Source: an optimization exercise on an open RTL-to-GDS flow (aim: small area, a short achievable clock period and few clock cycles per item). Production flows keep margins and buffers that such runs may drop. In this exercise RTL edits were held to simulation tests only and were not proved equivalent to the original. No activity file was given, so power comes from the tool's default toggle rates.

$ cat flow/design.v
module ad5934_freq_encoder (
    input  wire [33:0] rem,          
    input  wire        nbit,         
    input  wire [33:0] sum,          
    output wire [33:0] xop,          
    output wire        add_clk,      
    output wire        qbit
);
    assign xop     = {rem[32:0], nbit};
    assign add_clk = rem[33];
    assign qbit    = ~sum[33];
endmodule
module ad5934_ctrl (
    input  wire         clk,
    input  wire         rst,           
    input  wire         cmd_valid,
    output wire         cmd_ready,
    input  wire [167:0] cmd,
    output reg          rsp_valid,
    output wire [209:0] rsp,
    output wire         bus_req,
    output wire         bus_we,
    output wire [7:0]   bus_addr,
    output wire [7:0]   bus_wdata,
    input  wire         bus_ack,
    input  wire [7:0]   bus_rdata,
    input  wire         bus_err,
    input  wire [31:0]  poll_budget
);
    localparam [2:0] CTL_IDLE     = 3'd0,
                     CTL_STANDBY  = 3'd1,
                     CTL_INITED   = 3'd2,
                     CTL_SWEEPING = 3'd3,
                     CTL_COMPLETE = 3'd4,
                     CTL_FAULTED  = 3'd5;
    reg        rdy;                  
    reg [2:0]  ctl;
    reg        configured;
    reg        rs_ill;               
    reg        rs_ber;               
    reg        rs_flt;               
    reg        rs_emp;               
    reg        rs_enc;               
    reg        rs_f0, rs_f1, rs_f2;  
    reg        rs_c1, rs_c2;         
    reg        rs_cfg;               
    reg        rs_rmw;               
    reg        rs_rep, rs_inc, rs_cmp;   
    reg        r_sv, r_pv;           
    reg        breq, bwe;
    reg [4:0]  baddr;                
    reg [7:0]  bwdata;
    reg [7:0]  op;
    reg        is_enc, is_cfg, is_poll, is_stby, is_pd, is_init, is_strt;
    reg [33:0] S;                    
    reg [23:0] Q;                    
    reg [31:0] Creg;                 
    reg        fA;                   
    reg        chk1, chk2, chk3, ovb, ovfA, ovfB;
    reg        dv_run, dv_sec, pend, cfg_ok, cmp_pend, add_re, add_im;
    reg [4:0]  dv_cnt;
    reg        tof, to_r;
    reg        x_S, x_fp1, y_Cn, y_Cp, y_sx, a_cin;
    reg        it0b;                 
    reg [24:0] p_start, p_inc;
    reg [8:0]  p_ninc;
    reg [15:0] p_rep;
    reg [8:0]  idx;                  
    reg [15:0] cnt;                  
    reg [31:0] sum_re;               
    reg [31:0] sum_im;               
    reg [31:0] fp1;                  
    reg [33:0] pf;                   
    wire [7:0] cop = cmd[7:0];
    wire       ctl_is = (ctl == CTL_IDLE) || (ctl == CTL_STANDBY);
    reg        c_legal, c_bus, c_div;
    always @(*) begin
        c_bus = 1'b0;
        c_div = 1'b0;
        case (cop)
            8'h01: begin c_legal = 1'b1; c_div = 1'b1; end
            8'h02: begin c_legal = ctl_is; c_div = 1'b1; end
            8'h03, 8'h04, 8'h05: begin c_legal = ctl_is; c_bus = 1'b1; end
            8'h10: begin c_legal = 1'b1; c_bus = 1'b1; end
            8'h11: begin c_legal = (ctl != CTL_FAULTED); c_bus = 1'b1; end
            8'h12: begin c_legal = (ctl == CTL_STANDBY) && configured; c_bus = 1'b1; end
            8'h13: begin c_legal = (ctl == CTL_INITED); c_bus = 1'b1; end
            8'h20: begin c_legal = (ctl == CTL_SWEEPING); c_bus = 1'b1; end
            default: c_legal = 1'b0;
        endcase
    end
    wire        accept = rdy && cmd_valid;
    wire [31:0] c_clk  = cmd[1] ? cmd[103:72] : cmd[71:40];    
    wire [31:0] c_creg = cmd[5] ? poll_budget : c_clk;             
    wire ack  = breq && bus_ack;
    wire okk  = ack && !bus_err;
    wire berr = ack && bus_err;
    wire a_st   = (baddr == 5'h0F);      
    wire a_smp  = baddr[4];              
    wire a_rmw  = (baddr[4:1] == 4'd0);  
    wire p_more  = (cnt != 16'd1);
    wire p_last  = (idx == p_ninc);
    wire p_done  = Q[10];                
    wire p_inc_d = !p_more && !p_done && !p_last;
    wire p_cmp_d = !p_more && p_done && p_last;
    wire p_flt_d = !p_more && (p_done ^ p_last);
    reg [7:0] rmw_mask, rmw_or;
    always @(*) begin
        rmw_mask = 8'h07;
        case (op)
            8'h03: begin rmw_mask = 8'hF9; rmw_or = {5'd0, S[7:6], 1'b0}; end    
            8'h04: begin rmw_mask = 8'hFE; rmw_or = {7'd0, S[6]}; end
            8'h05: begin rmw_mask = 8'hF7; rmw_or = {4'd0, S[6], 3'd0}; end
            8'h10: rmw_or = 8'hB0;
            8'h11: rmw_or = 8'hA0;
            8'h12: rmw_or = 8'h10;
            8'h13: rmw_or = 8'h20;
            default: rmw_or = p_inc_d ? 8'h30 : 8'h40;
        endcase
    end
    wire [4:0] nb      = baddr + 5'd1;
    wire       fixed   = (baddr[3:0] >= 4'd7);
    wire       c_last  = (baddr[3:0] == 4'hB);
    wire       take    = cfg_ok && (!breq || okk) && !c_last && (fixed || pend);
    wire       bus_idle_cfg = cfg_ok && !breq;
    reg  [7:0] fixbyte;
    always @(*) begin
        case (nb[1:0])
            2'd0: fixbyte = {7'd0, idx[8]};
            2'd1: fixbyte = idx[7:0];
            2'd2: fixbyte = {4'd0, sum_im[11:8]};
            default: fixbyte = sum_im[7:0];
        endcase
    end
    wire dv_go   = dv_run && !chk1 && !ovb && !it0b && (!pend || bus_idle_cfg);
    wire dv_step = dv_go && (dv_cnt != 5'd24);
    wire dv_rein = dv_go && (dv_cnt == 5'd24) && !dv_sec;
    wire c_clr  = rs_rmw && (is_stby || is_pd || is_init);
    wire c_fz   = rs_rmw && is_strt;
    wire c_finc = rs_emp && !to_r;
    wire        q;
    wire [33:0] xop;
    wire        add_clk;
    wire [33:0] ax = ({34{x_S}} & xop)
                   | ({34{ovb}} & {2'b00, pf[24:0], Creg[31:25]})
                   | ({34{x_fp1}} & {2'b00, fp1})
                   | ({34{add_re}} & {2'b00, sum_re})
                   | ({34{add_im}} & {2'b00, sum_im})
                   | ({34{rs_inc}} & pf);
    wire [33:0] ay = ({34{y_Cn}} & {2'b11, ~Creg})
                   | ({34{y_Cp}} & {2'b00, Creg})
                   | ({34{y_sx}} & {{18{Creg[31]}}, Creg[31:16]})
                   | ({34{rs_inc}} & {9'd0, p_inc});
    wire [34:0] as_c = {ax, a_cin} + {ay, a_cin};
    wire [33:0] as   = as_c[34:1];             
    ad5934_freq_encoder u_enc (.rem(S), .nbit(Q[23]), .sum(as),
                               .xop(xop), .add_clk(add_clk), .qbit(q));
    wire e_ill = accept && !c_legal;
    wire e_emp = okk && tof && !bus_rdata[1];
    wire e_flt = okk && a_smp && (baddr[1:0] == 2'd3) && p_flt_d;
    wire e_cfg = okk && is_cfg && c_last;
    wire e_wr  = okk && bwe && !is_cfg;           
    wire e_enc = dv_step && is_enc && (dv_cnt == 5'd23);
    wire e_fa  = chk2 && is_enc && ovfA;
    wire c_bad = chk3 && (ovfA || ovfB || (sum_im[11:10] == 2'b10) || (cnt == 16'd0));
    wire dv_run_n = dv_run && !berr && !(e_fa || c_bad) && !rsp_valid;
    wire tof_n    = tof && !ack && !rsp_valid;
    wire dv_run_d = !rst && (accept ? (c_legal && c_div) : dv_run_n);
    wire tof_d    = !rst && (accept ? cmd[5] : tof_n);
    wire ovb_d    = !rst && chk1 && is_cfg;
    wire add_re_d = !rst && okk && a_smp && (baddr[1:0] == 2'd1);
    wire add_im_d = !rst && okk && a_smp && (baddr[1:0] == 2'd3);
    wire to_r_d   = tof ? !as[33] : to_r;     
    wire finc_d   = !rst && e_emp && !to_r_d;
    wire x_S_n    = dv_run_n && !ovb_d;
    wire x_S_d    = !rst && (accept ? !cmd[5] : x_S_n);
    wire s_step   = chk1 || it0b || dv_step;
    wire t_d      = s_step ? as[33] : (dv_rein ? 1'b0 : add_clk);    
    wire y_Cp_d   = !rst && !accept && x_S_n && t_d;
    wire y_Cn_d   = !rst && (accept || (x_S_n && !t_d) || ovb_d || tof_n);
    always @(posedge clk) begin
        rsp_valid <= e_ill || berr || e_emp || e_flt || e_cfg || e_wr || e_enc || e_fa
                     || c_bad || cmp_pend;
        rs_ill <= e_ill;
        rs_ber <= berr;
        rs_flt <= e_flt;
        rs_emp <= e_emp;
        rs_enc <= e_enc;
        rs_f0  <= e_fa;
        rs_f1  <= c_bad && ovfA;
        rs_f2  <= c_bad && !ovfA && ovfB;
        rs_c1  <= c_bad && !ovfA && !ovfB && (sum_im[11:10] == 2'b10);
        rs_c2  <= c_bad && !ovfA && !ovfB && (sum_im[11:10] != 2'b10);
        rs_cfg <= e_cfg;
        rs_rmw <= e_wr && !is_poll;
        rs_rep <= e_wr && is_poll && !p_inc_d;
        rs_inc <= e_wr && is_poll && p_inc_d;
        rs_cmp <= cmp_pend;
        r_sv   <= (e_wr && is_poll) || cmp_pend;
        r_pv   <= (e_wr && is_poll && p_inc_d) || cmp_pend;
        add_re   <= add_re_d;
        add_im   <= add_im_d;
        chk1     <= 1'b0;
        chk2     <= chk1;
        chk3     <= chk2 && is_cfg;
        ovb      <= ovb_d;
        dv_run   <= dv_run_d;
        tof      <= tof_d;
        to_r     <= to_r_d;
        x_S      <= x_S_d;
        x_fp1    <= tof_d || finc_d;
        y_Cn     <= y_Cn_d;
        y_Cp     <= y_Cp_d;
        y_sx     <= add_re_d || add_im_d;
        a_cin    <= y_Cn_d || finc_d;
        it0b     <= dv_rein && !rst;
        cmp_pend <= 1'b0;
        fA <= |cmd[39:33];
        if (chk1)
            ovfA <= fA || q;
        if (ovb)
            ovfB <= pf[25] || q;
        if (rdy) begin
            op      <= cop;
            is_enc  <= (cop == 8'h01);
            is_cfg  <= (cop == 8'h02);
            is_poll <= (cop == 8'h20);
            is_stby <= (cop == 8'h10);
            is_pd   <= (cop == 8'h11);
            is_init <= (cop == 8'h12);
            is_strt <= (cop == 8'h13);
            S      <= {3'b000, cmd[32:8], c_clk[31:26]};
            Q      <= c_clk[25:2];
            Creg   <= c_creg;
            bwe    <= 1'b0;
            baddr  <= cmd[5] ? 5'h0F : {4'd0, (cmd[2:0] == 3'd5) || ((cmd[2:0] == 3'd2) && !cmd[4])};
            dv_cnt <= 5'd0;
            dv_sec <= 1'b0;
            pend   <= 1'b0;
            cfg_ok <= 1'b0;
            if (ctl_is) begin
                sum_re[24:0] <= cmd[32:8];
                pf[25:0]     <= {|cmd[71:65], cmd[64:40]};
                idx          <= cmd[112:104];
                sum_im[11:0] <= cmd[124:113];
                cnt          <= cmd[151:136];
            end
        end
        if (accept) begin
            rdy    <= 1'b0;
            breq   <= c_legal && c_bus;
            chk1   <= c_legal && c_div;
        end
        if (rsp_valid) begin
            rdy    <= 1'b1;
            if (rs_emp && to_r)
                ctl <= CTL_FAULTED;
            if (c_clr || rs_inc || rs_cmp || rs_rep || c_fz)
                fp1 <= 32'd1;
            if (c_finc)
                fp1 <= as[31:0];
            if (c_clr || rs_inc || rs_cmp) begin
                cnt    <= p_rep;
                sum_re <= 32'd0;
                sum_im <= 32'd0;
            end
            if (rs_rep)
                cnt <= cnt - 16'd1;
            if (c_clr) begin
                idx <= 9'd0;
                pf  <= {9'd0, p_start};
            end
            if (rs_inc) begin
                idx <= idx + 9'd1;
                pf  <= as;
            end
            if (rs_cfg) begin
                p_start <= sum_re[24:0];
                p_inc   <= pf[24:0];
                p_ninc  <= idx;
                p_rep   <= cnt;
            end
        end
        if (add_re) begin
            sum_re     <= as[31:0];
            Creg[15:0] <= Creg[31:16];
        end
        if (add_im)
            sum_im <= as[31:0];
        if (chk1 || it0b) begin
            S <= as;
            Q <= {Q[22:0], Creg[1]};
        end
        if (chk3 && !c_bad)
            cfg_ok <= 1'b1;
        if (dv_step) begin
            S      <= as;
            Q      <= {Q[22:0], q};
            dv_cnt <= dv_cnt + 5'd1;
            if (dv_cnt[2:0] == 3'd7 && is_cfg)
                pend <= 1'b1;
        end
        if (dv_rein) begin
            S      <= {3'b000, pf[24:0], Creg[31:26]};
            Q      <= Creg[25:2];
            dv_cnt <= 5'd0;
            dv_sec <= 1'b1;
        end
        if (take) begin
            breq   <= 1'b1;
            bwe    <= 1'b1;
            baddr  <= nb;
            bwdata <= fixed ? fixbyte : Q[7:0];
            if (!fixed)
                pend <= 1'b0;
        end
        if (breq && a_st)
            Q[15:8] <= bus_rdata;
        if (breq && a_smp) begin
            if (baddr[0])
                Creg[23:16] <= bus_rdata;
            else
                Creg[31:24] <= bus_rdata;
        end
        if (breq && !bwe && a_rmw)
            bwdata <= (bus_rdata & rmw_mask) | rmw_or;
        if (cmp_pend)
            ctl <= CTL_COMPLETE;
        if (okk) begin
            if (is_cfg) begin
                if (c_last) begin
                    breq       <= 1'b0;
                    configured <= 1'b1;
                end else if (!take) begin
                    breq <= 1'b0;
                end
            end else if (a_st) begin
                if (bus_rdata[1])
                    baddr <= 5'h14;
                else
                    breq <= 1'b0;
            end else if (a_smp) begin
                baddr <= nb;
                if (baddr[1:0] == 2'd3) begin
                    if (p_cmp_d) begin
                        breq     <= 1'b0;
                        cmp_pend <= 1'b1;
                    end else if (p_flt_d) begin
                        breq <= 1'b0;
                        ctl  <= CTL_FAULTED;
                    end else begin
                        baddr <= 5'h00;
                    end
                end
            end else if (!bwe) begin
                bwe <= 1'b1;
            end else begin
                breq <= 1'b0;
                if (is_stby) ctl <= CTL_STANDBY;
                if (is_pd)   ctl <= CTL_IDLE;
                if (is_init) ctl <= CTL_INITED;
                if (is_strt) ctl <= CTL_SWEEPING;
            end
        end
        if (berr) begin
            breq   <= 1'b0;
            cfg_ok <= 1'b0;
            ctl    <= CTL_FAULTED;
            if (is_cfg) configured <= 1'b0;
        end
        if (rst) begin
            rdy        <= 1'b1;
            rsp_valid  <= 1'b0;
            breq       <= 1'b0;
            ctl        <= CTL_IDLE;
            configured <= 1'b0;
            chk1       <= 1'b0;
            chk2       <= 1'b0;
            chk3       <= 1'b0;
            pend       <= 1'b0;
            cfg_ok     <= 1'b0;
            cmp_pend   <= 1'b0;
            rs_ill <= 1'b0; rs_ber <= 1'b0; rs_flt <= 1'b0; rs_emp <= 1'b0;
            rs_enc <= 1'b0; rs_f0  <= 1'b0; rs_f1  <= 1'b0; rs_f2  <= 1'b0;
            rs_c1  <= 1'b0; rs_c2  <= 1'b0; rs_cfg <= 1'b0; rs_rmw <= 1'b0;
            rs_rep <= 1'b0; rs_inc <= 1'b0; rs_cmp <= 1'b0;
        end
    end
    assign cmd_ready = rdy;
    assign bus_req   = breq;
    assign bus_we    = bwe;
    assign bus_addr  = {3'b100, baddr};
    assign bus_wdata = bwdata;
    wire to_rsp = rs_emp && to_r;
    wire [15:0] info = rs_ill ? {5'd0, ctl, op} :
                       rs_ber ? {7'd0, bwe, 3'b100, baddr} :
                       rs_flt ? {8'h02, Q[15:8]} :
                                {14'd0, rs_f2 || rs_c2, rs_f1 || rs_c1};
    assign rsp[0]       = rs_ill || rs_ber || rs_flt || to_rsp;
    assign rsp[1]       = rs_f0 || rs_f1 || rs_f2 || to_rsp;
    assign rsp[2]       = rs_ill || rs_c1 || rs_c2;
    assign rsp[5:3]     = to_rsp ? CTL_FAULTED : ctl;
    assign rsp[6]       = r_sv;
    assign rsp[7]       = r_pv;
    assign rsp[23:8]    = info;
    assign rsp[47:24]   = rs_enc ? Q : 24'd0;
    assign rsp[79:48]   = r_sv ? Creg : 32'd0;
    assign rsp[88:80]   = r_pv ? idx : 9'd0;
    assign rsp[129:89]  = r_pv ? {7'd0, pf} : 41'd0;
    assign rsp[161:130] = r_pv ? sum_re : 32'd0;
    assign rsp[193:162] = r_pv ? sum_im : 32'd0;
    assign rsp[209:194] = r_pv ? p_rep : 16'd0;
endmodule
$ cat flow/flow/run.sh
#!/bin/bash
# Standard layout, with the port buffers made of the smallest buffer cell.
set -euo pipefail
bash standard.sh 'BUFFER_PORTS_ARGS=-buffer_cell sky130_fd_sc_hd__buf_1' finish > orfs_make.log 2>&1
$ cat flow/standard.sh
#!/bin/bash
# synth_recipe.tcl (not shown) runs the flow's synth.tcl, then flattens the netlist and writes it again
# the make line also repeats each setting of config.mk as NAME=value (left out here)
make -C /OpenROAD-flow-scripts/flow DESIGN_CONFIG=/design/flow/config.mk WORK_HOME=/design/flow/orfs CLKGATE_MAP_FILE= SYNTH_SCRIPT=/design/flow/synth_recipe.tcl "${@:-finish}"
$ cat flow/config.mk
export PLATFORM = sky130hd
export DESIGN_NAME = ad5934_ctrl
export DESIGN_NICKNAME = ad5934_ctrl
export VERILOG_FILES = /design/flow/design.v
export SDC_FILE = /design/flow/constraint.sdc
export NUM_CORES = 4
export LEC_CHECK = 0
export CAP_MARGIN = 20
export CORE_MARGIN = 2
export CORE_UTILIZATION = 50
export PLACE_DENSITY = 0.65
export SETUP_SLACK_MARGIN = 4.5
export SLEW_MARGIN = 20
$ cat flow/constraint.sdc
create_clock -name core_clock -period 8.0 [get_ports {clk}]
set_input_delay 1.6000 -clock core_clock [delete_from_list [all_inputs] [get_ports {clk}]]
set_output_delay 1.6000 -clock core_clock [all_outputs]
set_load 0.01 [all_outputs]
==> results of run 1 <==
==> worst min-delay path, cell delays in order, from the launching register on <==
cell and delay, ns:
sky130_fd_sc_hd__dfxtp_1 0.33, sky130_fd_sc_hd__nand2_1 0.05, sky130_fd_sc_hd__o21ai_0 0.06
==> stage by stage <==
step | utilization, % | setup WS, ns | hold slack, ns | cell area (sq um)
6_report | 60.5 | 4.49 | 0.466 | 27500
3_5_place_dp | 54.9 | 3.47 | 0.447 | 24900
3_3_place_gp | 54.9 | 3.52 | 0.433 | 24900
2_1_floorplan | - | 4.58 | 0.419 | 23100
5_1_grt | 60.5 | 4.43 | 0.507 | 27500
4_1_cts | 59.3 | 4.48 | 0.463 | 26900
==> routing by layer <==
metal / GRT usage, % / vias up / part of all wire [%]
met4: 20.0 / 0 / 5.8
li1: - / 9802 / -
met2: 61.7 / 1488 / 45
met5: 0 / - / 0
met3: 7.18 / 303 / 11
met1: 52.0 / 11100 / 38
==> placed cells by master, fill, tap and decap left out, types with 11 or more instances in the layout <==
cell type and instances:
sky130_fd_sc_hd__dfxtp_2 11, sky130_fd_sc_hd__inv_1 33, sky130_fd_sc_hd__edfxtp_1 239, sky130_fd_sc_hd__nor3b_1 15, sky130_fd_sc_hd__clkbuf_16 53, sky130_fd_sc_hd__mux2i_1 132, sky130_fd_sc_hd__nor3_1 25, sky130_fd_sc_hd__a32oi_1 12
sky130_fd_sc_hd__or3_1 11, sky130_fd_sc_hd__o21a_1 19, sky130_fd_sc_hd__xnor2_1 14, sky130_fd_sc_hd__xor2_1 22, sky130_fd_sc_hd__a211oi_1 18, sky130_fd_sc_hd__nand3_1 59, sky130_fd_sc_hd__nor2_1 150, sky130_fd_sc_hd__dfxtp_1 144
sky130_fd_sc_hd__a221o_1 11, sky130_fd_sc_hd__mux2_2 18, sky130_fd_sc_hd__a21o_1 25, sky130_fd_sc_hd__nor2b_1 13, sky130_fd_sc_hd__buf_4 55, sky130_fd_sc_hd__nand2_1 265, sky130_fd_sc_hd__and3_1 22, sky130_fd_sc_hd__nand4_1 14
sky130_fd_sc_hd__o2bb2ai_1 17, sky130_fd_sc_hd__nor4_1 16, sky130_fd_sc_hd__conb_1 15, sky130_fd_sc_hd__a21oi_1 136, sky130_fd_sc_hd__and2_1 206, sky130_fd_sc_hd__nand2b_1 18, sky130_fd_sc_hd__buf_1 398, sky130_fd_sc_hd__ha_1 28
sky130_fd_sc_hd__a22oi_1 133, sky130_fd_sc_hd__o21ai_0 113, sky130_fd_sc_hd__o22ai_1 84
==> report_power, final <==
part | internal, mW | switching (mW)
combinational | 0.262 | 0.434
clock | 1.20 | 0.906
sequential | 2.33 | 0.256
==> registers in the layout, indices dropped and copies added, names as in the netlist, 9 cells and up, named ones only <==
name and cells:
S 34, pf 34, Creg 32, fp1 32, sum_im 32, sum_re 32
p_inc 25, p_start 25, Q 24, cnt 16, p_rep 16, idx 9
p_ninc 9
==> worst min-delay path by stage <==
stage | endpoint | slack, ns | depth (start not counted)
3_5_place_dp | S[33]$_SDFFE_PP0P_ | 0.45 | 2
3_3_place_gp | S[33]$_SDFFE_PP0P_ | 0.43 | 2
5_1_grt | p_start[2]$_DFFE_PP_ | 0.51 | 0
2_1_floorplan | rs_rmw$_SDFF_PP0_ | 0.42 | 1
4_1_cts | S[32]$_SDFFE_PP0P_ | 0.46 | 2
6_report | S[32]$_SDFFE_PP0P_ | 0.47 | 2
==> kinds of logic after synthesis <==
family,after synthesis,share of synthesized area (%)
other,2,0.0326
xor gates and xnor gates,51,1.94
muxes,151,6.67
and+or+nand+nor,878,19.2
adders and majority gates,47,2.59
DFF,401,45.3
buffers and inverters,232,4.10
AOI/OAI and AO/OA,704,20.2
==> what timing repair did <==
item | 4_1_cts | 5_1_grt
gates cloned | 1 | 4
pin swaps | 10 | 18
endpoints found under the hold margin | 0 | 0
endpoints found under the setup margin | 346 | 149
setup buffers | 10 | 15
hold buffers | 0 | 0
resized for setup | 83 | 80
==> final cells by class <==
class                      instances  area [sq um]
inverter                          40           151
fill                            4022         17900
antenna                            5          12.5
clock inverter                    19           104
clock buffer                      66          1380
tap                              600           751
sequential                       401         10500
multi-input combinational       1846         12300
timing repair buffer             475          2310
==> run summary, run 1 <==
- Final standard cell count with taps included and fillers excluded: 3452
* Number of cells in the design after placement: 3332
- In the synthesized netlist, the cells that appear most often are sky130_fd_sc_hd__nand2_1 (269), sky130_fd_sc_hd__edfxtp_1 (239), sky130_fd_sc_hd__and2_1 (208).
- Final Critical Period: 3.51 ns
* Crit path capture: S[30]$_DFFE_PP_
* Critical Path Most Common Cell: sky130_fd_sc_hd__buf_4
* YS warnings: 1
- TritonRoute pass-1 iters: 6
- In this run the worst path has a maximum fanout of 29.
* Initial Util: 50.7%
- Register-to-Register Setup Slack: 4.49 ns
- Async SR Flop Fraction: 0%
- At the pin with the least slew margin, the transition time is 1.11 ns.
* Seq/Total Area, Yosys: 45.3%
* Std-Cell Core Area: 0.0454 sq mm
- Number of port buffers: 400
- The worst setup path is captured at a flop.
- CP startpoint: add_re$_DFF_P_
- Yosys mapped a number of flops with a built-in enable equal to 239.
* Worst flop-to-flop path endpoint: S[30]$_DFFE_PP_
* Count of final max-slew check failures: 0
- The worst-case IR drop observed on VDD is 0.178 mV.
- Ratio of final minimum period to clock period: 43.9%
- Share of cells above drive strength 1: 10.5%
- The critical path goes through buf_16 -> a22oi_1 -> nand3_2 -> ha_4 -> a211o_1 -> a221oi_4 -> nand2_2 -> a31oi_4 -> o211ai_1 -> buf_4 -> a311oi_2 -> xor2_1 -> buf_4 -> o21ai_2.
- Routability-driven placement finished with a final weighted congestion of 0.965.
- Total leakage power: 10.7 nW
- After synthesis the cells add up to 0.0230 sq mm.
- Total track usage: 39.3%
- The slowest stage of the critical path is the sky130_fd_sc_hd__dfxtp_4 cell.
* Headroom to the max-slew limit: 25.6%
* Max Clock Freq: 0.285 GHz
- Number of cells on the worst reg-to-reg path: 14
- Largest net degree at the start of global routing: 76
- In the final design database the tool counted 3070 nets.
- Counting distinct cell types in the post-synthesis netlist gives 75.
- Counting flops and latches in the post-synthesis netlist gives 401.
* Worst-path clk slew: 0.06 ns
* Stage delay of the slowest cell on the critical path: 0.40 ns
- The count of nets left with antenna violations once routing finished came out at 0.
- Counting along the longest clock path gives a buffer depth of 3.
* Result of the run: finished clean
* Post-synth top area share: 31.2%
- Synthesized netlist cell count: 2466
* Critical path type: flop to flop
* Source of the worst register-to-register timing path: add_re$_DFF_P_
- Hold path start: S[32]$_SDFFE_PP0P_
- Count of standard-cell rows: 78
- Routed vias/inst: 6.58
- First-pass GRT wire length: 138 mm
- For this design, the sink count on the clock tree is 401.
* Top-level I/O count: 443
- After detailed routing, the total wire length is 98.8 mm.
- Area contributors post-synth: sky130_fd_sc_hd__edfxtp_1 (31%), sky130_fd_sc_hd__dfxtp_1 (14%), sky130_fd_sc_hd__mux2i_1 (5.8%)
- WP depth: 14
- TritonCTS built the clock tree.
* Total number of H-tree levels: 2
* Detailed Route Iter0 Violations: 2960
- Arrival time at the worst endpoint: 3.84 ns
- Avg Inst Size Synth: 9.33 sq um
- Most instantiated flip-flop cell in the synthesis netlist: sky130_fd_sc_hd__edfxtp_1
- Most used standard cell by instance count after synthesis: sky130_fd_sc_hd__nand2_1
- The die covers 0.0477 sq mm.
* Number of endpoints with negative hold slack in the final report: 0
- DR vias: 22700
* Clock latency reported for the late side of the worst-skew pair: 0.59 ns
- STA classifies the critical path startpoint as a flop.
- Crit path buffers/inverters: 3
- Setup repair after global routing could not meet its margin everywhere.
- Chip Width: 219 microns
- Crit path max-delay family: compound AO/OA/AOI/OAI gates
* Req. time, crit path: 8.33 ns
* Root Buffer: sky130_fd_sc_hd__clkbuf_16
- From bottom edge to top edge, the die measures 219 microns.
- Number of buffers created by CTS: 46
* Overall power of the completed layout: 5.39 mW
- Number of antenna violations at the first check in global routing: 2
- Total grt overflow: 0
- Number of DRC violations after detailed routing: 0
- Setup violations remaining at the end of the flow were counted as 0.
- Setup TNS after final layout: 0 ns
- sky130_fd_sc_hd__edfxtp_1 takes more of the synthesized area than any other cell.
* Area Overhead vs Synth: 19.4%
- In this run the power density over the cells is 196 mW/mm^2.
* Via count of the first global-routing pass: 20700
* Post-DP HPWL: 68.0 mm
* Clk_skew: 0.0167 ns
- Across the run, the number of max-cap violations was 0.
- The worst hold path belongs to the class flop to flop.
* Average wire per standard cell: 28.6 microns
Testbench counts, summed over its fixed seeds: cycles 52,357, commands 4,800.
==> run 2: changes to the inputs <==
--- a/flow/config.mk
+++ b/flow/config.mk
@@ -9,5 +9,5 @@
 export CORE_MARGIN = 2
 export CORE_UTILIZATION = 50
 export PLACE_DENSITY = 0.65
-export SETUP_SLACK_MARGIN = 4.5
+export SETUP_SLACK_MARGIN = 4.8
 export SLEW_MARGIN = 20
==> run 2 against run 1 <==
Still clean on timing, DRC and antenna. Synthesized area unchanged. Die area unchanged. Worst hold slack got worse by 0.019 ns. Combinational power increased by 12%. Final cell count increased by 3.1%. Register-to-register slack improved by 0.10 ns. First-iteration DRC count increased by 12%. Global-route usage increased by 2.4 points. Clock-buffer cell count decreased by 1. Cell area increased by 13%. Routed wire length increased by 7.7%. Synthesized cell count unchanged.
==> run summary, run 2 <==
- Clock Path Buffers: 3
- Clk_skew: 0.0186 ns
- Via count of the first global-routing pass: 21800
- The filler cells instantiated in the layout total 3584.
- Source of the worst register-to-register timing path: rs_inc$_SDFF_PP0_
- In the synthesized netlist the dominant register cell turns out to be sky130_fd_sc_hd__edfxtp_1.
- Following the worst setup path forward leads to its endpoint at S[30]$_DFFE_PP_.
- Share of cells above drive strength 1: 25.9%
* Post-synth EDFFs: 239
* Wirelength, routed: 106 mm
- The die covers 0.0477 sq mm.
* First-pass GRT wire length: 145 mm
* Leading cell types in the layout, fill and taps excluded: sky130_fd_sc_hd__buf_1 (273), sky130_fd_sc_hd__nand2_1 (256), sky130_fd_sc_hd__edfxtp_1 (239), sky130_fd_sc_hd__nor2_1 (142), sky130_fd_sc_hd__mux2i_1 (132)
- TritonCTS built the clock tree.
- The endpoint identified for the worst register-to-register timing path is S[30]$_DFFE_PP_.
- In this run, distinct cell masters in the synthesized netlist total 75.
- Clock-pin slew was measured on the worst setup and hold paths at 0.06 ns.
* Post-synthesis instance area: 0.0230 sq mm
* Ratio of final minimum period to clock period: 42.7%
- Summed over all failing endpoints, the final setup total negative slack is 0 ns.
- Counting the buffers created by CTS gives 46.
* Post-synth top area share: 31.2%
- After clock tree synthesis, the flow added hold-fix buffers numbering 0.
* Stage delay of the slowest cell on the critical path: 0.36 ns
- The first detailed-routing pass took 6 iterations.
- For this run, the number of Yosys warnings is 1.
- sky130_fd_sc_hd__edfxtp_1 takes more of the synthesized area than any other cell.
* Area Overhead vs Synth: 34.6%
* Number of antenna violations at the first check in global routing: 8
- The kind of cell with the highest combined delay along the critical path is compound AO/OA/AOI/OAI gates.
* Number of setup violations in the final report: 0
- Among all cell types in the netlist, the one instantiated most often is sky130_fd_sc_hd__nand2_1.
- The library cell used most frequently in the layout, excluding fill and tap cells, is sky130_fd_sc_hd__buf_1.
- The max-slew violation total from the final report came to 0.
- In the routed design, unresolved DRC markers number 0.
- Critical Path Most Common Cell: sky130_fd_sc_hd__buf_4
- Summed over all nets, the half-perimeter wirelength after detailed placement is 67.7 mm.
- Clock latency reported for the late side of the worst-skew pair: 0.60 ns
- Counting every instance in the synthesized netlist gives 2466.
- Total number of H-tree levels: 2
- Dividing total power by cell area gives a power density of 178 mW/mm^2.
* Register-to-Register Setup Slack: 4.59 ns
* Detailed Route Iter0 Violations: 3311
- Once detail routing completed, the nets flagged for antenna violations numbered 0.
* Number of port buffers: 400
- The commonest cells after synthesis are sky130_fd_sc_hd__nand2_1 (269), sky130_fd_sc_hd__edfxtp_1 (239), sky130_fd_sc_hd__and2_1 (208).
- The worst hold path begins at S[32]$_SDFFE_PP0P_.
- Entering global routing, the biggest net connects 76 pins.
- In the final layout, the registers with the most flip-flops are S x34, pf x34.
- Worst-case vdd ir drop: 0.149 mV
- After synthesis, flip-flops and latches occupy 45.3% of the total area.
- Count of standard-cell rows: 78
* WP depth: 15
- Result of the run: finished clean
- The worst setup path is captured at a flop.
- Critical path type: flop to flop
- Total track usage: 41.7%
- Routed vias/inst: 6.63
* Root Buffer: sky130_fd_sc_hd__clkbuf_16
* Tightest Pin Transition: 1.07 ns
* Chip Width: 219 microns
- The congestion estimate from routability-driven global placement came to 0.990.
- Timing would allow up to 0.293 GHz.
* Min-delay worst type: flop to flop
* Clock net sink count: 401
- CP startpoint: rs_inc$_SDFF_PP0_
- Setup repair after global routing could not meet its margin everywhere.
- Area contributors post-synth: sky130_fd_sc_hd__edfxtp_1 (31%), sky130_fd_sc_hd__dfxtp_1 (14%), sky130_fd_sc_hd__mux2i_1 (5.8%)
- Ordered cell list for the critical path: buf_12 -> buf_16 -> a22oi_2 -> nand3_2 -> ha_4 -> a211o_1 -> a221oi_4 -> nand2_2 -> a31oi_4 -> o211ai_1 -> buf_4 -> a311oi_2 -> xor2_1 -> buf_4 -> o21ai_2
- Top-level I/O count: 443
- Total grt overflow: 0
- Async SR Flop Fraction: 0%
* Final Critical Period: 3.41 ns
- The net count of the finished layout is 3181.
- Of all nets on the critical path, the largest fanout is 7.
- In the final routed layout, each cell accounts on average for 29.9 microns.
- Req. time, crit path: 8.34 ns
- For the worst setup path, the data arrival time is 3.75 ns.
- Chip height: 219 microns
- Number of cells on the worst reg-to-reg path: 15
* Headroom to the max-slew limit: 28.8%
* Initial Util: 50.7%
- Counting both buffers and inverters, the worst setup path holds a total of 4.
- Final hold analysis gives a worst-case slack of 0.447 ns.
* Number of endpoints with negative hold slack in the final report: 0
- Synth Register Bits: 401
* DR vias: 23600
- Max-cap violations: 0
- Slowest library cell on the worst path: sky130_fd_sc_hd__dfxtp_4
* Startpoint type of the worst setup path: flop
- Total leakage power: 12.4 nW
- Avg Inst Size Synth: 9.33 sq um
- Std-Cell Core Area: 0.0454 sq mm
run 2: cell counts after synthesis:
No cell type changed its count.
run 2: worst register-to-register path: cells and delay by family (launching register included):
family,cells,cell delay (ns)
xor+xnor,1,0.17
compound gates,7,1.49
flops,1,0.36
simple gates,2,0.25
buf+inv,4,0.65
fa+ha+maj,1,0.25
run 2: through the flow:
stage | utilization, % | total power [mW] | setup slack [ns] | instances | area [sq um]
finish | 68.2 | 5.50 | 4.59 | 3559 | 31000
global route | 68.2 | 5.62 | 4.44 | 3559 | 31000
CTS | 63.1 | 5.39 | 4.61 | 3486 | 28600
detailed placement | 54.9 | 3.24 | 3.64 | 3327 | 24900
global placement | 54.9 | 3.23 | 3.72 | 3327 | 24900
floorplan | - | 2.89 | 4.79 | 2479 | 23200
run 2: report_power, final:
group | switching, mW | internal [mW]
logic | 0.461 | 0.318
clock network | 0.905 | 1.21
registers | 0.276 | 2.33
run 2: routing by layer:
layer | GRT usage (%) | vias to the layer above | part of all wire (%)
li1 | - | 10000 | -
met2 | 64.2 | 1741 | 44
met3 | 9.23 | 399 | 12
met1 | 54.4 | 11400 | 37
met5 | 0 | - | 0.038
met4 | 22.9 | 6 | 6.7
run 2: cell type report:
| class | instances | area (sq um) | area share, % |
|---|---|---|---|
| Antenna cell | 1 | 2.50 | 0.00808 |
| Tap cell | 600 | 751 | 2.42 |
| Clock buffer | 65 | 1320 | 4.25 |
| Sequential cell | 401 | 10500 | 33.9 |
| Clock inverter | 20 | 164 | 0.529 |
| Inverter | 40 | 155 | 0.501 |
| Timing Repair Buffer | 586 | 4540 | 14.6 |
| Multi-Input combinational cell | 1846 | 13600 | 43.8 |
run 2: cells by family (layout without fill, tap and decap cells):
group	count (synthesis)	count (layout)	share of synthesized area [%]
multiplexers	151	151	6.67
flip-flops	401	401	45.3
AO/OA/AOI/OAI	704	704	20.2
buffers and inverters	232	711	4.10
AND/OR/NAND/NOR	878	878	19.2
other	2	16	0.0326
XOR/XNOR	51	51	1.94
adder cells (fa/ha/maj)	47	47	2.59
run 2: worst min path at each step:
stage / endpoint / slack (ns) / cells past startpoint
2_1_floorplan: rs_rmw$_SDFF_PP0_ / 0.42 / 1
3_3_place_gp: S[33]$_SDFFE_PP0P_ / 0.43 / 2
3_5_place_dp: S[33]$_SDFFE_PP0P_ / 0.44 / 2
4_1_cts: S[32]$_SDFFE_PP0P_ / 0.45 / 2
5_1_grt: S[32]$_SDFFE_PP0P_ / 0.48 / 2
6_report: S[32]$_SDFFE_PP0P_ / 0.45 / 2
run 2: repair_timing:
| item | 4_1_cts | 5_1_grt |
|---|---|---|
| pin swaps | 60 | 104 |
| cloned | 12 | 9 |
| resized for setup | 313 | 522 |
| setup buffers | 62 | 63 |
| setup endpoints to repair | 426 | 337 |
==> run 3: changes to the inputs <==
--- a/flow/config.mk
+++ b/flow/config.mk
@@ -9,5 +9,5 @@
 export CORE_MARGIN = 2
 export CORE_UTILIZATION = 50
 export PLACE_DENSITY = 0.65
-export SETUP_SLACK_MARGIN = 4.8
+export SETUP_SLACK_MARGIN = 4.2
 export SLEW_MARGIN = 20
==> run 3 against run 2 <==
Sequential share of layout area up 5.2 points. Clock-buffer cell count up 9. Die area unchanged. Via count down 5.0%. Register-to-register slack worse by 0.27 ns. Sequential power about the same. Sequential cell count unchanged. Worst setup slack worse by 0.29 ns. Fmax down 7.7%. Highest routed layer is now met4.
==> run summary, run 3 <==
- Wirelength, routed: 98.1 mm
- Number of fill cells in the layout: 4129
- The max-slew violation total from the final report is 0.
* Clk_skew: 0.0153 ns
- At the pin with the least slew margin, the transition time is 1.11 ns.
- Average wire per standard cell: 28.7 microns
* Net switching power figure: 1.57 mW
- The analysis attributes to cell leakage a power of 10.5 nW.
* Share of cells above drive strength 1: 7.12%
- Headroom to the max-slew limit: 25.7%
* Source of the worst register-to-register timing path: ovb$_DFF_P_
- For this design the ratio of total power to cell area is 199 mW/mm^2.
- Number of cells in the design after placement: 3323
- At the end of the flow the core is filled with cells to 58.9%.
* Cell type contributing the most total cell area after synthesis: sky130_fd_sc_hd__edfxtp_1
- For this run, the detailed router's first-pass iteration total came to 6.
- GRT met3 Usage: 7.25%
* Req. time, crit path: 6.40 ns
- Using the TritonRoute via totals, the vias-per-cell ratio works out to 6.55.
- Total placed instance area: 0.0248 sq mm
- Max-cap violations: 0
- Most used standard cell by instance count after synthesis: sky130_fd_sc_hd__nand2_1
- Worst Hold End: S[33]$_SDFFE_PP0P_
* Clock Path Buffers: 3
- Worst flop-to-flop path endpoint: Q[6]$_DFFE_PP_
- The synthesized design contains 239 enable-type register cells.
* Post-DP HPWL: 68.2 mm
- Final Critical Period: 3.70 ns
- Number of cells on the worst reg-to-reg path: 9
- Once the floorplan was initialized, standard cells occupied 50.7% of the core.
- Buffers inserted during clock tree synthesis total 45.
- Of the total power, combinational logic draws 12.4%.
- From left edge to right edge, the die measures 219 microns.
* Seq/Total Area, Yosys: 45.3%
- Entering global routing, the biggest net connects 64 pins.
* Post-synth top area share: 31.2%
* Summed area of non-filler cells in the final layout: 0.0267 sq mm
- Power share of the clock group: 38.9%
- In the global route stage, met1 resource usage came out at 53.1%.
- Derived from the worst setup path, the maximum achievable clock frequency is 0.270 GHz.
- In this run the standard cell core region covers 0.0454 sq mm.
- Via count of the first global-routing pass: 20800
* Result of the run: finished clean
* Final standard cell count with taps included and fillers excluded: 3423
- Leading cell types in the layout, fill and taps excluded: sky130_fd_sc_hd__buf_1 (398), sky130_fd_sc_hd__nand2_1 (267), sky130_fd_sc_hd__edfxtp_1 (239), sky130_fd_sc_hd__and2_1 (206), sky130_fd_sc_hd__nor2_1 (154)
- Adding up every negative setup slack in the final design gives 0 ns.
- Leaving out fill and tap cells, the most frequent cell in the layout is sky130_fd_sc_hd__buf_1.
- After clock tree synthesis, the clock-pin slew on the worst setup and hold paths is 0.06 ns.
- Most instantiated flip-flop cell in the synthesis netlist: sky130_fd_sc_hd__edfxtp_1
* Number of port buffers: 400
- First-pass GRT wire length: 139 mm
* Post-synthesis instance area: 0.0230 sq mm
* Largest registers ranked by flip-flop count: S x34, pf x34
- Area Overhead vs Synth: 16.1%
* Synthesized netlist cell count: 2466
- The worst hold path was traced through 2 stages.
* Fraction of power consumed by sequential logic: 48.7%
- Chip height: 219 microns
* Detailed Route Iter0 Violations: 2959
- Cell internal power dissipation: 3.75 mW
- M2 GR Usage: 60.9%
- Ratio of final minimum period to clock period: 46.2%
- Root Buffer: sky130_fd_sc_hd__clkbuf_16
* Hold path start: S[33]$_SDFFE_PP0P_
- Net Sw Frac: 29.5%
* Async SR Flop Fraction: 0%
- In the final design database the tool counted 3045 nets.
- The H-tree was split into 2 levels.
- Count of standard-cell rows: 78
* Synth Register Bits: 401
* Avg Inst Size Synth: 9.33 sq um
- Number of setup violations in the final report: 0
- After synthesis, the netlist uses 75 different library cells.
- Arrival time at the worst endpoint: 2.10 ns
- Register-to-Register Setup Slack: 4.32 ns
- The floorplan step defined a die boundary enclosing 0.0477 sq mm.
* Critical path type: flop to output pin
* Number of endpoints with negative hold slack in the final report: 0
* Most common library cells after synthesis: sky130_fd_sc_hd__nand2_1 (269), sky130_fd_sc_hd__edfxtp_1 (239), sky130_fd_sc_hd__and2_1 (208)
- Number of DRC violations after detailed routing: 0
* Clock net sink count: 401
* Clock tree from TritonCTS: built
- Across the VDD grid, the largest voltage drop is 0.153 mV.
* Most Crowded Layer GR: met2
- For this run, the total global-route usage over all layers was measured as 39.6%.
- Number of antenna violations at the first check in global routing: 0
- The min-delay analysis places its worst path in the category flop to flop.
- After global routing the overflow that remains totals 0.
- Area contributors post-synth: sky130_fd_sc_hd__edfxtp_1 (31%), sky130_fd_sc_hd__dfxtp_1 (14%), sky130_fd_sc_hd__mux2i_1 (5.8%)
* YS warnings: 1
- STA classifies the critical path startpoint as a flop.
- RSZ-0062 raised after global routing: false
* Maximum fanout count along the critical path: 33
- In this run the count of I/O pins placed on the die edge is 443.
* Nature of the critical path endpoint: output pin
- The congestion estimate from routability-driven global placement came to 0.986.
- Buffers inserted to repair hold after CTS numbered 0.
- Post-detailed-route count of antenna-violating nets: 0
- At the later pin of the worst-skew pair, clock insertion delay measures 0.60 ns.
- The routed layout has 22400 vias.
run 3: what timing repair did:
action,in CTS,in global routing
gates resized for setup,26,28
pin swaps,2,5
setup endpoints to repair,174,153
setup buffers,4,11
run 3: worst max-delay path, stage by stage, from the launching register on:
cell and delay [ns]:
sky130_fd_sc_hd__dfxtp_1 0.99, sky130_fd_sc_hd__and2_1 0.34, sky130_fd_sc_hd__buf_1 0.18
run 3: worst max path at each step:
stage | from | endpoint | slack, ns | cells after the start
floorplan | rsp_valid$_SDFF_PP0_ | fp1[0]$_SDFFCE_PN1P_ | 4.38 | 3
global placement | rs_inc$_SDFF_PP0_ | S[22]$_DFFE_PP_ | 3.51 | 12
detailed placement | rs_inc$_SDFF_PP0_ | S[22]$_DFFE_PP_ | 3.41 | 12
CTS | rs_inc$_SDFF_PP0_ | pf[33]$_SDFFCE_PN0P_ | 4.21 | 11
global route | rs_inc$_SDFF_PP0_ | pf[31]$_SDFFCE_PN0P_ | 4.20 | 12
finish | r_sv$_DFF_P_ | rsp[48] | 4.30 | 2
run 3: power by group through the flow:
stage | clock network, mW | logic (mW) | registers (mW)
2_1_floorplan | 0 | 0.421 | 2.47
3_3_place_gp | 0 | 0.620 | 2.61
3_5_place_dp | 0 | 0.629 | 2.62
4_1_cts | 2.07 | 0.638 | 2.57
5_1_grt | 2.15 | 0.707 | 2.59
6_report | 2.07 | 0.663 | 2.59
run 3: cell families after synthesis:
logic type | after synthesis | share of synthesized area (%)
and+or+nand+nor | 878 | 19.2
AOI/OAI and AO/OA | 704 | 20.2
other | 2 | 0.0326
xor gates and xnor gates | 51 | 1.94
buffers and inverters | 232 | 4.10
muxes | 151 | 6.67
adders and majority gates | 47 | 2.59
DFF | 401 | 45.3
run 3: cell type report:
type | instances | area, sq um | area share, %
clock buffer | 74 | 1340 | 5.00
inverter | 40 | 150 | 0.562
multi-input combinational | 1846 | 11900 | 44.6
antenna | 1 | 2.50 | 0.00937
tap | 600 | 751 | 2.81
sequential | 401 | 10500 | 39.1
timing repair buffer | 451 | 2010 | 7.52
clock inverter | 10 | 104 | 0.389
run 3: stage by stage:
stage / worst slack, ns / total power, mW / hold WS, ns
6_report: 4.30 / 5.33 / 0.458
5_1_grt: 4.20 / 5.45 / 0.491
4_1_cts: 4.21 / 5.28 / 0.455
3_5_place_dp: 3.41 / 3.25 / 0.446
3_3_place_gp: 3.51 / 3.24 / 0.432
2_1_floorplan: 4.38 / 2.89 / 0.419
run 3: layer usage:
metal / share of wire, % / wire length (microns)
met1: 39 / 38500
met2: 44 / 43500
met3: 10 / 10200
met4: 6.0 / 5900
met5: 0 / 0
==> run 4: changes to the inputs <==
--- a/flow/config.mk
+++ b/flow/config.mk
@@ -7,7 +7,8 @@
 export LEC_CHECK = 0
 export CAP_MARGIN = 20
 export CORE_MARGIN = 2
-export CORE_UTILIZATION = 50
-export PLACE_DENSITY = 0.65
-export SETUP_SLACK_MARGIN = 4.2
+export CORE_UTILIZATION = 60
+export CTS_CLUSTER_SIZE = 20
+export PLACE_DENSITY = 0.72
+export SETUP_SLACK_MARGIN = 4.5
 export SLEW_MARGIN = 20
==> run 4 against run 3 <==
Clock-buffer cell count fell by 6. First-iteration DRC count increased by 7.3%. Via count grew 3.2%. Sequential power hardly changed. Global-route usage rose by 6.7 points. Die area decreased by 16%. Total power about the same. Synthesized cell count did not move. Register-to-register slack improved by 0.17 ns. Clock skew rose by 0.015 ns. Core utilization is 13 points higher. Critical path depth rose by 11. Critical path type is now flop to flop. Largest cell class unchanged.
==> run summary, run 4 <==
* Clock Path Buffers: 3
- The floorplan step set the die width to 200 microns.
* Ordered cell list for the critical path: buf_8 -> mux2i_1 -> nand2_1 -> ha_2 -> and2_2 -> a21boi_0 -> o21ai_2 -> a31oi_2 -> a21oi_2 -> o31ai_2 -> xor2_1 -> buf_4 -> a21o_1
- Average wire per standard cell: 28.7 microns
- STA classifies the critical path endpoint as a flop.
- In this run, CTS created clock tree buffers numbering 43.
* Number of endpoints with negative hold slack in the final report: 0
- The max-slew violation total from the final report is 0.
- The floorplan step set the die height to 200 microns.
* Area Overhead vs Synth: 17.2%
- The synthesized design devotes to its leading area cell type 31.2% of total area.
* Seq/Total Area, Yosys: 45.3%
- Final Critical Period: 3.51 ns
* Synth Register Bits: 401
- Net Sw Frac: 29.7%
* Largest net degree at the start of global routing: 76
* Critical path type: flop to flop
- Post-synth EDFFs: 239
- RSZ-0062 raised after global routing: true
* Fraction of power consumed by sequential logic: 48.8%
- The worst register-to-register path begins at y_Cp$_DFF_P_.
* YS warnings: 1
- Once layout is done, the placed cells without fillers occupy 0.0270 sq mm.
- Power per standard cell area: 197 mW/mm^2
- Result of the run: finished clean
* Number of setup violations in the final report: 0
- Of all cell types, the one taking the most synthesized area is sky130_fd_sc_hd__edfxtp_1.
- The number of antenna violations at the first check in global routing is 2.
- Of all nets on the critical path, the largest fanout is 16.
- 443 I/O pins were placed.
* Total placed instance area: 0.0247 sq mm
- For the worst setup path, the data required time is 8.36 ns.
- Post-DP HPWL: 64.2 mm
* Min-delay worst type: flop to flop
* Async SR Flop Fraction: 0%
- Number of fill cells in the layout: 2959
* Detailed Route Iter0 Violations: 3175
* Via count of the first global-routing pass: 21400
- Worst-case vdd ir drop: 0.195 mV
* Synthesized netlist cell count: 2466
- STA puts the critical path data arrival time at 3.87 ns.
- The largest registers in the layout are S x34, pf x34.
- Leaving out fill and tap cells, the most frequent cell in the layout is sky130_fd_sc_hd__buf_1.
- After clock tree synthesis, the clock-pin slew on the worst setup and hold paths is 0.06 ns.
- Between clock sinks in the finished design, the worst skew comes to 0.0307 ns.
- Share of cells above drive strength 1: 8.94%
- After detailed routing, the total wire length is 95.8 mm.
* Crit path max-delay family: compound AO/OA/AOI/OAI gates
- TritonCTS built the clock tree.
- In the synthesized netlist the dominant register cell turns out to be sky130_fd_sc_hd__edfxtp_1.
- Combinational Power Share: 12.7%
* Routed vias/inst: 6.92
- During placement, the flow inserted port buffers numbering 400.
* Clock latency reported for the late side of the worst-skew pair: 0.61 ns
* Most used standard cell by instance count after synthesis: sky130_fd_sc_hd__nand2_1
- For this run, the top clock speed supported by timing is 0.285 GHz.
- Cell internal power dissipation: 3.74 mW
* Ratio of final minimum period to clock period: 43.8%
- Leading cell types in the layout, fill and taps excluded: sky130_fd_sc_hd__buf_1 (398), sky130_fd_sc_hd__nand2_1 (266), sky130_fd_sc_hd__edfxtp_1 (239), sky130_fd_sc_hd__and2_1 (206), sky130_fd_sc_hd__nor2_1 (151)
- Startpoint type of the worst setup path: flop
- The number of different library cells used by synthesis comes to 75.
* Total track usage: 46.4%
* Net switching power figure: 1.58 mW
- In this run the standard cell core region covers 0.0378 sq mm.
* Count of standard-cell rows: 71
- Number of DRC violations after detailed routing: 0
- Total grt overflow: 0
* Area contributors post-synth: sky130_fd_sc_hd__edfxtp_1 (31%), sky130_fd_sc_hd__dfxtp_1 (14%), sky130_fd_sc_hd__mux2i_1 (5.8%)
* CP startpoint: y_Cp$_DFF_P_
- The synthesized netlist occupies a cell area of 0.0230 sq mm.
* Total of hold buffers inserted after clock tree synthesis: 0
- In this design, the stage delay of the slowest critical-path cell is 0.41 ns.
- Number of nets in the final layout: 3055
* Hold path start: S[32]$_SDFFE_PP0P_
- Max-cap violations: 0
- Power share of the clock group: 38.5%
* Most common library cells after synthesis: sky130_fd_sc_hd__nand2_1 (269), sky130_fd_sc_hd__edfxtp_1 (239), sky130_fd_sc_hd__and2_1 (208)
- Final weighted congestion of routability-driven global placement: 0.982
- The worst pin sits at a relative slew slack of 28.5%.
- For this configuration, the core starts out at a cell density of 60.9%.
* DR vias: 23100
- The H-tree generated during clock tree synthesis spans 2 levels.
* Avg Inst Size Synth: 9.33 sq um
- The first TritonRoute pass finished after 6 iterations.
- In this run the static leakage power is 10.6 nW.
- Root Buffer: sky130_fd_sc_hd__clkbuf_16
* Full die area: 0.0399 sq mm
- Slowest library cell on the worst path: sky130_fd_sc_hd__dfxtp_4
- The count of nets left with antenna violations once routing finished came out at 0.
- First-pass GRT wire length: 135 mm
- Adding up every negative setup slack in the final design gives 0 ns.
- Clock net sink count: 401
- Crit path buffers/inverters: 2
- At the pin with the least slew margin, the transition time is 1.07 ns.
[run 4: cell counts after synthesis]
Identical to the previous run, type by type.
[run 4: repair_timing]
item	in CTS	in global routing
endpoints found under the setup margin	368	140
gates resized for setup	56	64
setup buffers	10	16
pin swaps	4	6
[run 4: path summary, 6_finish.rpt]
kind	to	slack [ns]	depth (start not counted)
setup / recovery	S[27]$_DFFE_PP_	4.49	13
hold / removal	S[32]$_SDFFE_PP0P_	0.46	2
setup reg to reg	S[27]$_DFFE_PP_	4.49	13
hold reg to reg	S[32]$_SDFFE_PP0P_	0.46	2
[run 4: logic make-up (layout without fill, tap and decap cells)]
kind of cell,Yosys count,after routing,share of synthesized area [%]
AO/OA/AOI/OAI,704,704,20.2
XOR/XNOR,51,51,1.94
other,2,18,0.0326
adder cells (fa/ha/maj),47,47,2.59
buffers and inverters,232,583,4.10
multiplexers,151,151,6.67
AND/OR/NAND/NOR,878,878,19.2
flip-flops,401,401,45.3
[run 4: cell type report]
type | count | area (sq um) | area share (%)
sequential | 401 | 10500 | 38.8
timing repair buffer | 463 | 2200 | 8.15
clock buffer | 68 | 1350 | 4.99
multi-input combinational | 1846 | 12100 | 44.8
clock inverter | 12 | 76.3 | 0.283
antenna | 3 | 7.51 | 0.0278
tap | 511 | 639 | 2.37
inverter | 40 | 154 | 0.571
[run 4: worst min-delay path, delay by kind of cell (launching register included)]
family           cells  cell delay, ns
AND/OR/NAND/NOR      1            0.04
AO/OA/AOI/OAI        1            0.06
flip-flops           1            0.33
[run 4: per-layer routing]
layer  track usage, %  vias to the layer above  part of all wire, %
met1             58.4                    11000                   35
met3             13.6                      394                   14
met4             29.5                        0                  7.2
met5                0                        -                    0
met2             70.0                     1966                   44
li1                 -                     9749                    -
[run 4: power by group through the flow]
stage / Combinational (mW) / Clock (mW) / Sequential [mW]
floorplan: 0.421 / 0 / 2.47
global placement: 0.598 / 0 / 2.61
detailed placement: 0.614 / 0 / 2.61
CTS: 0.630 / 2.02 / 2.57
global route: 0.712 / 2.10 / 2.59
finish: 0.674 / 2.05 / 2.60
[run 4: through the flow]
step                      power, mW  util, %  setup slack [ns]  hold WS [ns]  instances
final                          5.32     71.4              4.49         0.458       3344
after global routing           5.41     71.4              4.36         0.484       3342
after CTS                      5.23     70.3              4.45         0.461       3324
after detailed placement       3.23     65.5              3.65         0.445       3234
after global placement         3.21     65.5              3.68         0.432       3234
after floorplan                2.89        -              4.58         0.419       2479
==> run 5: changes to the inputs <==
--- a/flow/config.mk
+++ b/flow/config.mk
@@ -8,6 +8,7 @@
 export CAP_MARGIN = 20
 export CORE_MARGIN = 2
 export CORE_UTILIZATION = 60
+export CTS_CLUSTER_DIAMETER = 100
 export CTS_CLUSTER_SIZE = 20
 export PLACE_DENSITY = 0.72
 export SETUP_SLACK_MARGIN = 4.5
==> run 5 against run 4 <==
Via count fell by 0.95%. Clock skew rose by 0.013 ns. Worst setup slack improved by 0.011 ns. Total power is 14% lower. Sequential share of layout area grew 1.1 points. Routed wire length fell by 1.3%. Global-route usage fell by 0.60 points. Sequential power about the same. Core utilization shrank 1.9 points. Register-to-register slack hardly changed. Sequential cell count unchanged. Worst hold slack improved by 0.019 ns. Critical endpoint unchanged. Largest cell class unchanged. Largest power group unchanged. Highest routed layer is now met5.
==> run summary, run 5 <==
* Result of the run: finished clean
- For the worst setup path, the data required time is 8.33 ns.
- Top-level I/O count: 443
* Post-route setup slack: 4.50 ns
- VDD sags by at most 0.164 mV.
- The routed design could run at a clock period as short as 3.50 ns.
- Number of cells in the design after placement: 3234
- Power share of the clock group: 29.0%
- Via count of the first global-routing pass: 21100
* Count of final max-slew check failures: 0
- In this run the number of H-tree levels came out at 1.
* Clock net sink count: 401
* Critical Path Most Common Cell: sky130_fd_sc_hd__nand3_1
- Area Overhead vs Synth: 14.1%
- Util after Layout: 69.5%
- TritonCTS built the clock tree.
- Net switching power figure: 1.43 mW
- Cell type contributing the most total cell area after synthesis: sky130_fd_sc_hd__edfxtp_1
- Post-synthesis instance area: 0.0230 sq mm
* Nature of the critical path endpoint: flop
- After synthesis the netlist holds a flip-flop and latch count of 401.
- STA puts the critical path data arrival time at 3.82 ns.
- Number of nets in the final layout: 3033
- A synthesized cell averages 9.33 sq um.
- Counting flops with a built-in enable in the synthesized netlist gives 239.
- Synthesized netlist cell count: 2466
* Most instantiated flip-flop cell in the synthesis netlist: sky130_fd_sc_hd__edfxtp_1
- The floorplan step defined a core boundary enclosing 0.0378 sq mm.
- Startpoint type of the worst setup path: flop
* Crit path buffers/inverters: 2
- Number of setup violations in the final report: 0
- At the placement stage, the worst setup path has a slack of 3.65 ns.
* Number of antenna violations at the first check in global routing: 3
- Wirelength, routed: 94.6 mm
* Fraction of power consumed by sequential logic: 56.4%
* Number of fill cells in the layout: 3034
* Power per standard cell area: 175 mW/mm^2
* Number of cells on the worst reg-to-reg path: 13
- After detailed placement, the total cell area comes to 0.0247 sq mm.
- Overall power of the completed layout: 4.60 mW
- By area the synthesized netlist is led by sky130_fd_sc_hd__edfxtp_1 (31%), sky130_fd_sc_hd__dfxtp_1 (14%), sky130_fd_sc_hd__mux2i_1 (5.8%).
* Clk_skew: 0.0437 ns
* Total leakage power: 10.2 nW
* Worst-path clk slew: 0.09 ns
- The library cell used most frequently in the layout, excluding fill and tap cells, is sky130_fd_sc_hd__buf_1.
- The floorplan step defined a die boundary enclosing 0.0399 sq mm.
- Measured along the y axis, the die boundary spans 200 microns.
- Summed area of non-filler cells in the final layout: 0.0262 sq mm
* Max Clock Freq: 0.286 GHz
* Post-DP HPWL: 64.2 mm
- Largest net degree at the start of global routing: 76
- Most common library cells after synthesis: sky130_fd_sc_hd__nand2_1 (269), sky130_fd_sc_hd__edfxtp_1 (239), sky130_fd_sc_hd__and2_1 (208)
* Clock latency reported for the late side of the worst-skew pair: 0.59 ns
- Across the run, the number of max-cap violations was 0.
- Setup repair after global routing could not meet its margin everywhere.
- Ordered cell list for the critical path: buf_16 -> a22oi_1 -> nand3_1 -> ha_1 -> o21ai_0 -> o21ai_2 -> nand3_1 -> a31oi_2 -> a21oi_2 -> o31ai_2 -> xor2_1 -> buf_4 -> a21o_1
- On the critical path, the stage with the largest delay is an instance of sky130_fd_sc_hd__dfxtp_4.
* Stage delay of the slowest cell on the critical path: 0.46 ns
- Summed over all failing endpoints, the final setup total negative slack is 0 ns.
- DR vias: 22900
* WP depth: 13
- The first global-routing pass estimated 134 mm of wire.
- Share of cells above drive strength 1: 7.78%
* Total track usage: 45.8%
- Detailed Route Iter0 Violations: 3075
- Headroom to the max-slew limit came out at 23.3%.
- In this run the worst path has a maximum fanout of 17.
* Critical path type: flop to flop
- The first detailed-routing pass ran for 6 iterations.
* Min-delay worst type: flop to flop
- The congestion estimate from routability-driven global placement came to 0.982.
- Ratio of final minimum period to clock period: 43.7%
* Final standard cell count with taps included and fillers excluded: 3305
- The netlist uses 75 different library cells.
- Seq/Total Area, Yosys: 45.3%
* Initial Util: 60.9%
- In the final layout, the registers with the most flip-flops are S x34, pf x34.
- Counting flops with an async set or reset pin after synthesis yields a share of 0%.
* Number of DRC violations after detailed routing: 0
- Most used standard cell by instance count after synthesis: sky130_fd_sc_hd__nand2_1
- After detailed routing, the average wire length per cell comes to 28.6 microns.
- Leading cell types in the layout, fill and taps excluded: sky130_fd_sc_hd__buf_1 (398), sky130_fd_sc_hd__nand2_1 (266), sky130_fd_sc_hd__edfxtp_1 (239), sky130_fd_sc_hd__and2_1 (206), sky130_fd_sc_hd__nor2_1 (153)
- Cell internal power was estimated by the tool at 3.17 mW.
- Root Buffer: sky130_fd_sc_hd__clkbuf_16
- Net Sw Frac: 31.0%
- Using the TritonRoute via totals, the vias-per-cell ratio works out to 6.93.
- In this design, the largest share of critical-path delay is due to compound AO/OA/AOI/OAI gates.
* Total grt overflow: 0
- Across all hold checks on the routed design, the worst slack comes to 0.477 ns.
- For this run, the number of Yosys warnings is 1.
* Count of standard-cell rows: 71
* Chip Width: 200 microns
* Combinational Power Share: 14.6%
- The worst hold path passes through 2 cells.
* Number of endpoints with negative hold slack in the final report: 0
* Post-detailed-route count of antenna-violating nets: 0
- The count of buffers added on input and output ports is 400.
* Tightest Pin Transition: 1.15 ns
* Post-synth top area share: 31.2%
- Clock Path Buffers: 3
- Number of buffers created by CTS: 24
[run 5: worst paths after layout]
path | start | to | slack (ns)
setup reg to reg | x_fp1$_DFF_P_ | S[27]$_DFFE_PP_ | 4.50
setup / recovery | x_fp1$_DFF_P_ | S[27]$_DFFE_PP_ | 4.50
hold reg to reg | S[32]$_SDFFE_PP0P_ | S[32]$_SDFFE_PP0P_ | 0.48
hold / removal | S[32]$_SDFFE_PP0P_ | S[32]$_SDFFE_PP0P_ | 0.48
[run 5: kinds of logic (layout without fill, tap and decap cells)]
kind of cell	Yosys count	after routing	share of synthesized area (%)
buffers and inverters	232	543	4.10
muxes	151	151	6.67
xor gates and xnor gates	51	51	1.94
adders and majority gates	47	47	2.59
other	2	19	0.0326
DFF	401	401	45.3
AOI/OAI and AO/OA	704	704	20.2
and+or+nand+nor	878	878	19.2
[run 5: layer usage]
| metal | GRT usage, % | wire [microns] | share of wire, % |
|---|---|---|---|
| met4 | 29.0 | 7210 | 7.6 |
| met2 | 69.0 | 40900 | 43 |
| met1 | 59.2 | 33700 | 36 |
| met5 | 0.988 | 55 | 0.058 |
| met3 | 11.2 | 12700 | 13 |
[run 5: final cells by class]
type,count,area [sq um],area share [%]
inverter,40,154,0.586
multi-input combinational,1846,12100,46.2
sequential,401,10500,39.9
tap,511,639,2.44
timing repair buffer,460,2140,8.17
antenna,4,10.0,0.0381
clock inverter,2,20.0,0.0763
clock buffer,41,686,2.61
[run 5: repair_timing]
action	CTS	global route
hold buffers	0	0
buffers inserted	11	13
gates resized for setup	51	74
pin swaps	5	11
setup endpoints to repair	363	131
[run 5: power by group through the flow]
stage          clock, mW  combinational, mW  sequential [mW]
2_1_floorplan          0              0.421             2.47
3_3_place_gp           0              0.598             2.61
3_5_place_dp           0              0.614             2.61
4_1_cts             1.31              0.626             2.57
5_1_grt             1.37              0.711             2.59
6_report            1.33              0.671             2.60
[run 5: worst register-to-register path: stages, from the launching register on]
cell and delay (ns):
sky130_fd_sc_hd__dfxtp_4 0.46, sky130_fd_sc_hd__buf_16 0.23, sky130_fd_sc_hd__a22oi_1 0.25, sky130_fd_sc_hd__nand3_1 0.12, sky130_fd_sc_hd__ha_1 0.38, sky130_fd_sc_hd__o21ai_0 0.14
sky130_fd_sc_hd__o21ai_2 0.22, sky130_fd_sc_hd__nand3_1 0.18, sky130_fd_sc_hd__a31oi_2 0.39, sky130_fd_sc_hd__a21oi_2 0.18, sky130_fd_sc_hd__o31ai_2 0.30, sky130_fd_sc_hd__xor2_1 0.11
sky130_fd_sc_hd__buf_4 0.16, sky130_fd_sc_hd__a21o_1 0.17

-- afterwards: timing with drivers on the ports --
In the flow no input, the clock included, has a driving cell. The finished layouts below were timed again as built, in two steps. Step 1 sets driving cells, clkbuf_16 on the clock port and buf_2 on the other inputs (assumed; they add their load-dependent delay and slew). Step 2 adds t to the input delays and takes it off the output delays; t is the mean of the earliest and latest rising clock arrival at the registers after step 1. Input paths then give back, and output paths get back, about the clock's delay inside the block. Three values: no drivers, after step 1, after step 2; two values: the first two.
run	t (ns)	setup WS [ns]	worst hold slack (ns)	worst setup path at the end
run 1	0.641	4.488 / 4.484 / 4.136	0.466 / 0.466 / 0.466	input to register
run 2	0.651	4.588 / 4.588 / 4.201	0.447 / 0.447 / 0.447	input to register
run 3	0.651	4.303 / 4.242 / 3.744	0.458 / 0.458 / 0.458	input to register
run 4	0.653	4.493 / 4.493 / 4.082	0.458 / 0.458 / 0.458	input to register
run 5	0.628	4.504 / 4.504 / 4.014	0.477 / 0.477 / 0.477	input to register
After both steps every run listed still meets setup and hold. The setup slack of run 3, which loses most, moves by -0.061 ns with the drivers and by -0.559 ns with both steps.
